From an optimization exercise on the open Yosys and OpenROAD flow, aimed at small area and a short achievable clock period; shortcuts taken in it are not production practice. At most, simulation tests tie the RTL to the original design; equivalence was not proved. No activity file was given, so power comes from the tool's default toggle rates.

Setup of build 96:
// wlfc_fx
module wlfc_fx (
    input  wire        clk,
    input  wire        rst,         
    input  wire        in_valid,
    input  wire [2:0]  in_op,       
    input  wire [63:0] in_a,
    output reg         out_valid,
    output reg  [63:0] out_data
);
Size in the first run: ~1300 cells after synthesis, about 97 flip-flops, about 7800 µm² of cells after synthesis.
export LEC_CHECK = 0
export ABC_AREA = 1
export CAP_MARGIN = 20
export CORE_MARGIN = 2
export CORE_UTILIZATION = 40
export CTS_BUF_LIST = sky130_fd_sc_hd__clkbuf_8
export GPL_ROUTABILITY_DRIVEN = 0
export SETUP_SLACK_MARGIN = 2.9
export SLEW_MARGIN = 20
create_clock -name core_clock -period 5.5 [get_ports {clk}]
standard.sh (not shown) runs the stock make flow with config.mk's settings and CLKGATE_MAP_FILE= SYNTH_SCRIPT=/design/flow/synth_recipe.tcl, a recipe that flattens the netlist after the stock synthesis.
==> flow/flow/run.sh <==
#!/bin/bash
# The standard layout (the standard.sh, ORFS synth to finish), except
# that the port buffers ORFS inserts on every input and output use the
# smallest buffer cell, sky130_fd_sc_hd__buf_1, instead of its default.
set -euo pipefail
cd "$(dirname "${BASH_SOURCE[0]}")/.."
bash standard.sh finish "BUFFER_PORTS_ARGS=-buffer_cell sky130_fd_sc_hd__buf_1" > standard_finish.log 2>&1
[inputs] build 29 vs build 96
# build 96
export LEC_CHECK = 0
export ABC_AREA = 1
export CAP_MARGIN = 20
export CORE_MARGIN = 2
export CORE_UTILIZATION = 40
export CTS_BUF_LIST = sky130_fd_sc_hd__clkbuf_8
export GPL_ROUTABILITY_DRIVEN = 0
export SETUP_SLACK_MARGIN = 2.9
export SLEW_MARGIN = 20
create_clock -name core_clock -period 5.5 [get_ports {clk}]
# build 29
export LEC_CHECK = 0
export ABC_AREA = 1
export CAP_MARGIN = 20
export CORE_MARGIN = 2
export CORE_UTILIZATION = 40
export SETUP_SLACK_MARGIN = 2.8
export SLEW_MARGIN = 20
create_clock -name core_clock -period 5.5 [get_ports {clk}]
## What came out
Looking at build 96 and build 29, the amount of wire on met2 after detailed routing is a wash. On build 29: leakage power is 1.2% lower than what build 96 gave. When build 29 is measured against build 96, its post-layout worst setup margin turns out 0.071 ns lower. As far as number of standard cells after synthesis goes, build 96 and build 29 are indistinguishable; the numbers are identical. Summary of build 29 over build 96: net switching power of the design climbed about 1.3%; share of flip-flops with an asynchronous set or reset neither gained nor lost much. Of build 96 and build 29, the lower sequential share of cell area belongs to build 96. Compared with build 96, build 29 improves final design instance area without fill.
## Diff of input files: build 6 against build 29
# build 29
export LEC_CHECK = 0
export ABC_AREA = 1
export CAP_MARGIN = 20
export CORE_MARGIN = 2
export CORE_UTILIZATION = 40
export SETUP_SLACK_MARGIN = 2.8
export SLEW_MARGIN = 20
create_clock -name core_clock -period 5.5 [get_ports {clk}]
# build 6
export LEC_CHECK = 0
export ABC_AREA = 1
export CAP_MARGIN = 20
export CORE_MARGIN = 2
export CORE_UTILIZATION = 40
export SETUP_SLACK_MARGIN = 3.1
export SLEW_MARGIN = 20
create_clock -name core_clock -period 5.5 [get_ports {clk}]
- Against build 29, setup slack after layout in build 6 came out better.
- The final reports for build 6 and build 29 show proportion of layout cells with a drive suffix above 1 higher in the former.
- Compared with build 29, build 6 shows a critical path depth that is 1 lower.
- Build 6 ends up with a transition time of the tightest slew-check pin that is 0.16 ns lower than in build 29.
- Of build 29 and build 6, the lower clock power belongs to build 29.
- Between build 6 and build 29, it is build 6 whose area growth from synthesis to layout is higher, by 24 points.
- The group drawing the most power comes out sequential cells in one run and combinational logic in the other, namely in build 29 and build 6 respectively.
- Build 29 consumes less power than build 6.
- Diff build 29 -> build 6: area taken by flip-flops and latches held steady, shortest period the worst path allows now smaller.
[inputs] build 53 vs build 6
# build 6
export LEC_CHECK = 0
export ABC_AREA = 1
export CAP_MARGIN = 20
export CORE_MARGIN = 2
export CORE_UTILIZATION = 40
export SETUP_SLACK_MARGIN = 3.1
export SLEW_MARGIN = 20
create_clock -name core_clock -period 5.5 [get_ports {clk}]
# build 53
export LEC_CHECK = 0
export ABC_AREA = 1
export CAP_MARGIN = 20
export CORE_MARGIN = 2
export CORE_UTILIZATION = 40
export SETUP_SLACK_MARGIN = 2.9
export SLEW_MARGIN = 20
export TNS_END_PERCENT = 0
create_clock -name core_clock -period 5.5 [get_ports {clk}]
[summary]
Compared with build 6, in build 53 relative slew slack shows a reduction of 11 points; die width level.
Relative to build 6, fraction of power spent switching nets has increased by 0.39 points in build 53.
Cells: build 53 has fewer instances than build 6
Lower non-clock buffer count goes to build 53 over build 6.
Cmp build 6 and build 53 / number of inverters outside the clock class in the layout / higher: build 6
Comparing build 6 and build 53, the higher area used by multi-input combinational logic was measured on build 6.
## Diff of input files: build 70 against build 53
# build 53
export LEC_CHECK = 0
export ABC_AREA = 1
export CAP_MARGIN = 20
export CORE_MARGIN = 2
export CORE_UTILIZATION = 40
export SETUP_SLACK_MARGIN = 2.9
export SLEW_MARGIN = 20
export TNS_END_PERCENT = 0
create_clock -name core_clock -period 5.5 [get_ports {clk}]
# build 70
export LEC_CHECK = 0
export ABC_AREA = 1
export CAP_MARGIN = 20
export CORE_MARGIN = 2
export CORE_UTILIZATION = 40
export CTS_BUF_LIST = sky130_fd_sc_hd__clkbuf_4 sky130_fd_sc_hd__clkbuf_8
export CTS_CLUSTER_SIZE = 10
export SETUP_SLACK_MARGIN = 2.9
export SLEW_MARGIN = 20
create_clock -name core_clock -period 5.5 [get_ports {clk}]
## What came out
- For build 70 and build 53, there was not a single run that failed to finish clean.
- Taking build 53 as the reference point, the proportion of final cell area spent on non-clock buffers of build 70 rises by 0.39 points.
- On worst hold slack: between build 70 and build 53, it ends up lower for build 53.
- Looking at post-layout instance area across both flows, build 70 is the stronger of the two, with build 53 trailing.
- Build 53 ended up with in_a[11] as its origin of the worst setup path; build 70 ended up with in_a[22].
For build 49, these inputs were changed with respect to build 70:
# build 70
export LEC_CHECK = 0
export ABC_AREA = 1
export CAP_MARGIN = 20
export CORE_MARGIN = 2
export CORE_UTILIZATION = 40
export CTS_BUF_LIST = sky130_fd_sc_hd__clkbuf_4 sky130_fd_sc_hd__clkbuf_8
export CTS_CLUSTER_SIZE = 10
export SETUP_SLACK_MARGIN = 2.9
export SLEW_MARGIN = 20
create_clock -name core_clock -period 5.5 [get_ports {clk}]
# build 49
export LEC_CHECK = 0
export ABC_AREA = 1
export CAP_MARGIN = 20
export CORE_MARGIN = 2
export CORE_UTILIZATION = 40
export SETUP_SLACK_MARGIN = 2.7
export SLEW_MARGIN = 20
create_clock -name core_clock -period 5.5 [get_ports {clk}]
--- outcome ---
When build 49 is measured against build 70, its minimum period implied by the final worst setup slack turns out 0.18 ns higher. In the metrics for build 70 and build 49, the one carrying the lower combinational group share of total power is build 49. Build 49 vs. build 70: number of buffers outside the clock class in the layout went down by 6. Vias: build 49 fewer than build 70. In build 49, the maximum number of pins on one net before global-route repair came out 28 above the value in build 70. Diff build 70 -> build 49: global-route total usage across every layer now smaller; growth of design area from synthesis to finish went down by 1.4 points; final area has decreased.

========
wlfc_fx again, from the RTL that the note above started with.
// wlfc_fx
module wlfc_fx (
    input  wire        clk,
    input  wire        rst,         
    input  wire        in_valid,
    input  wire [2:0]  in_op,       
    input  wire [63:0] in_a,
    output reg         out_valid,
    output reg  [63:0] out_data
);
==> flow/config.mk <==
export PLATFORM = sky130hd
export DESIGN_NAME = wlfc_fx
export DESIGN_NICKNAME = wlfc_fx
export VERILOG_FILES = /design/flow/design.v
export SDC_FILE = /design/flow/constraint.sdc
export NUM_CORES = 4
export LEC_CHECK = 0
export ABC_AREA = 1
export CAP_MARGIN = 20
export CORE_MARGIN = 2
export CORE_UTILIZATION = 40
export SETUP_SLACK_MARGIN = 2.9
export SLEW_MARGIN = 20
==> flow/constraint.sdc <==
create_clock -name core_clock -period 5.5 [get_ports {clk}]
set_input_delay 1.1000 -clock core_clock [delete_from_list [all_inputs] [get_ports {clk}]]
set_output_delay 1.1000 -clock core_clock [all_outputs]
set_load 0.01 [all_outputs]
Scripts as last shown in full above: flow/flow/run.sh
Next try:
--- a/flow/config.mk
+++ b/flow/config.mk
@@ -9,5 +9,5 @@
 export CAP_MARGIN = 20
 export CORE_MARGIN = 2
-export CORE_UTILIZATION = 40
+export CORE_UTILIZATION = 55
 export SETUP_SLACK_MARGIN = 2.9
 export SLEW_MARGIN = 20
The changed run finished clean.
Utilization increases by 22 points.
Global-route usage increases by 9.1 points.
Worst setup slack is worse by 0.058 ns.
First-iteration DRC count increases by 25%.
Hold slack barely changes.
Next try:
--- a/flow/config.mk
+++ b/flow/config.mk
@@ -9,5 +9,7 @@
 export CAP_MARGIN = 20
 export CORE_MARGIN = 2
-export CORE_UTILIZATION = 55
+export CORE_UTILIZATION = 40
+export CTS_BUF_LIST = sky130_fd_sc_hd__clkbuf_8
+export CTS_CLUSTER_SIZE = 25
 export SETUP_SLACK_MARGIN = 2.9
 export SLEW_MARGIN = 20
Hold slack gains 0.0034 ns; utilization decreases by 23 points; clock skew hardly moves.
Next try:
--- a/flow/config.mk
+++ b/flow/config.mk
@@ -9,7 +9,6 @@
 export CAP_MARGIN = 20
 export CORE_MARGIN = 2
-export CORE_UTILIZATION = 40
+export CORE_UTILIZATION = 33
 export CTS_BUF_LIST = sky130_fd_sc_hd__clkbuf_8
-export CTS_CLUSTER_SIZE = 25
 export SETUP_SLACK_MARGIN = 2.9
 export SLEW_MARGIN = 20
The changed run finished clean.
Routed wire length increases by 3.5%.
Worst setup slack got worse by 0.031 ns.
Fmax came out lower by 1.2%.
Power climbs by 1.0%.
Sequential share of layout area fell by 0.68 points.

========
## the previous run
The RTL this note starts from:
==> flow/design.v <==
module wlfc_fx (
    input  wire        clk,
    input  wire        rst,         
    input  wire        in_valid,
    input  wire [2:0]  in_op,       
    input  wire [63:0] in_a,
    output reg         out_valid,
    output reg  [63:0] out_data
);
    wire [31:0] w = in_a[31:0];
    wire        op_fl = in_op[2];                         
    wire        op_ff = ~in_op[2] & (in_op[1:0] == 2'd1);
    wire        op_in = ~in_op[2] & (in_op[1:0] == 2'd2);
    wire        op_fr = ~in_op[2] & (in_op[1:0] == 2'd3);
    wire [10:0] ff_e  = in_a[62:52];
    wire [41:0] ff_m  = {1'b1, in_a[51:11]};
    wire        ff_hi = ff_e[10];
    wire        ff_lo = ~ff_e[10] & (&ff_e[9:5]);
    wire [41:0] ff_a  = ff_hi ? ff_m : (ff_lo ? {32'd0, ff_m[41:32]} : 42'd0);
    wire [31:0] fl_x = {1'b0, w[30:0] ^ {31{w[31]}}};
    wire [15:0] v1;  wire [15:0] p1;
    wire [7:0]  v2;  wire [15:0] p2;
    wire [3:0]  v3;  wire [11:0] p3;
    wire [1:0]  v4;  wire [7:0]  p4;
    genvar g;
    generate
        for (g = 0; g < 16; g = g + 1) begin : l1
            assign v1[g] = fl_x[2*g+1] | fl_x[2*g];
            assign p1[g] = fl_x[2*g+1];
        end
        for (g = 0; g < 8; g = g + 1) begin : l2
            assign v2[g] = v1[2*g+1] | v1[2*g];
            assign p2[2*g+1 -: 2] = v1[2*g+1] ? {1'b1, p1[2*g+1]} : {1'b0, p1[2*g]};
        end
        for (g = 0; g < 4; g = g + 1) begin : l3
            assign v3[g] = v2[2*g+1] | v2[2*g];
            assign p3[3*g+2 -: 3] = v2[2*g+1] ? {1'b1, p2[4*g+3 -: 2]} : {1'b0, p2[4*g+1 -: 2]};
        end
        for (g = 0; g < 2; g = g + 1) begin : l4
            assign v4[g] = v3[2*g+1] | v3[2*g];
            assign p4[4*g+3 -: 4] = v3[2*g+1] ? {1'b1, p3[6*g+5 -: 3]} : {1'b0, p3[6*g+2 -: 3]};
        end
    endgenerate
    wire [4:0]  fl_q  = v4[1] ? {1'b1, p4[7:4]} : {1'b0, p4[3:0]};
    wire        fl_xz = ~(v4[1] | v4[0]);
    reg [63:0] sa;
    reg [4:0]  ss;
    always @(*) begin
        if (op_fl) begin
            sa = {w[30:0], 33'd0};
            ss = fl_q;
        end else if (op_ff) begin
            sa = {22'd0, ff_a};
            ss = ~ff_e[4:0];
        end else begin
            sa = {{15{w[31]}}, {8{w[31] & ~op_fr}}, w[31:8] & {24{~op_fr}},
                  w[7] & ~op_in, w[6:0], 9'd0};
            ss = {op_in, op_fr, 3'd0};
        end
    end
    wire [63:0] sh = sa >> ss;
    reg        q_fl;      
    reg        q_ng;      
    reg [4:0]  q_q;
    reg        q_xz;
    reg [32:0] q_sh;
    always @(posedge clk) begin
        if (rst)
            out_valid <= 1'b0;
        else
            out_valid <= in_valid;
        q_fl <= op_fl;
        q_ng <= op_fl ? w[31] : (op_ff & in_a[63]);
        q_q  <= fl_q;
        q_xz <= fl_xz;
        q_sh <= sh[32:0];
    end
    wire [30:0] n_in  = {q_sh[32:9], q_sh[8:2] & {7{q_fl}}};
    wire [30:0] n_out = q_ng ? (31'd0 - n_in) : n_in;
    wire [8:0]  rnd   = {1'b0, q_sh[8:1]} + {8'd0, q_sh[0]};
    wire [31:0] res   = {n_out[30:7], 8'h00} | {23'd0, rnd};
    wire        fl_p2 = q_ng & ~q_xz & ~|q_sh[32:2];     
    wire        fl_z  = q_xz & ~q_ng;                    
    wire [10:0] fl_e  = fl_z ? 11'd0 : (11'd1015 + {6'd0, q_q} + {10'd0, fl_p2});
    always @(*) begin
        if (q_fl)
            out_data = {q_ng, fl_e, n_out, 21'd0};
        else
            out_data = {32'd0, res};
    end
endmodule
Settings: LEC_CHECK=0, ABC_AREA=1, CAP_MARGIN=20, CORE_MARGIN=2, CORE_UTILIZATION=40, SLEW_MARGIN=20; clock period 5.5 ns.
run.sh (not shown) runs the stock make flow with config.mk's settings and CLKGATE_MAP_FILE= SYNTH_SCRIPT=/design/flow/synth_recipe.tcl, a recipe that flattens the netlist after the stock synthesis.
Stock flow here: none of the scripts above is used.
No stage failed in the previous run, and the final checks on the layout all came back clean.
Inputs modified between the previous run and the current run:
-- flow/config.mk --
<<< the previous run, line 8
export ABC_AREA = 1
>>> the current run, line 8
Notes after the runs:
On combinational fraction of design power: the current run sits below the previous run.
The current run gives more initial DRC count than the previous run did.
Summary — cell area after synthesis, the current run relative to the previous run: lower, by about 5.3%.
In the metrics for the previous run and the current run, the one carrying the higher non-clock buffer count is the current run.
The current run against the previous run; met1 layer wirelength in the final routing is down by more than 10%.
Portion of the clock cycle consumed by the worst path in the final layout: the current run > the previous run
Compared with the previous run, the current run shows starting utilization of the core area lower by 0.24 points.
On the current run: largest net degree at the start of global routing is about 17% lower than what the previous run gave.
The current run did not stop at any stage, and its layout met the timing, design-rule and antenna checks.
Note that the multi-input combinational gate total recorded for the current run amounts to 0.800 times the value seen in the previous run.
Re met2 track utilization from global routing: the previous run was higher than the current run.
The current run vs. the previous run: slew at the pin closest to its max-slew limit went up by 33 ps.
No run of this note included a check of the RTL's function; only the layout flow was run.

-- port drivers added, routing unchanged --
The results above use ideal ports. As a check the final layouts listed here were re-extracted and re-timed, cells and wires unchanged.
Step 1, drivers: a clkbuf_16 drives clk and a buf_2 each remaining input, both assumed.
Step 2 adds t to the input delays and takes it off the output delays; t is the mean of the earliest and latest rising clock arrival at the registers after step 1. Input paths then give back, and output paths get back, about the clock's delay inside the block.
Slacks: ideal ports / drivers / drivers and shift; pairs: ideal ports / drivers.
run	t, ns	setup slack, ns	worst setup path at the end
build 96	0.415	2.912 / 2.932 / 2.517	input to register
build 29	0.395	2.841 / 2.853 / 2.458	input to register
build 6	0.400	3.019 / 3.010 / 2.610	input to register
build 53	0.394	2.871 / 2.892 / 2.498	input to register
build 70	0.421	2.967 / 2.974 / 2.553	input to register
build 49	0.392	2.786 / 2.806 / 2.414	input to register
the first run of note 2	0.394	2.938 / 2.959 / 2.566	input to register
the second run of note 2	0.396	2.880 / 2.886 / 2.490	input to register
the third run of note 2	0.421	2.967 / 2.974 / 2.553	input to register
the fourth run of note 2	0.419	2.936 / 2.959 / 2.539	input to register
the previous run	0.338	0.823 / 0.780 / 0.719	input to register
the current run	0.328	0.547 / 0.569 / 0.241	input to register
After both steps setup and hold are still met in every run listed.
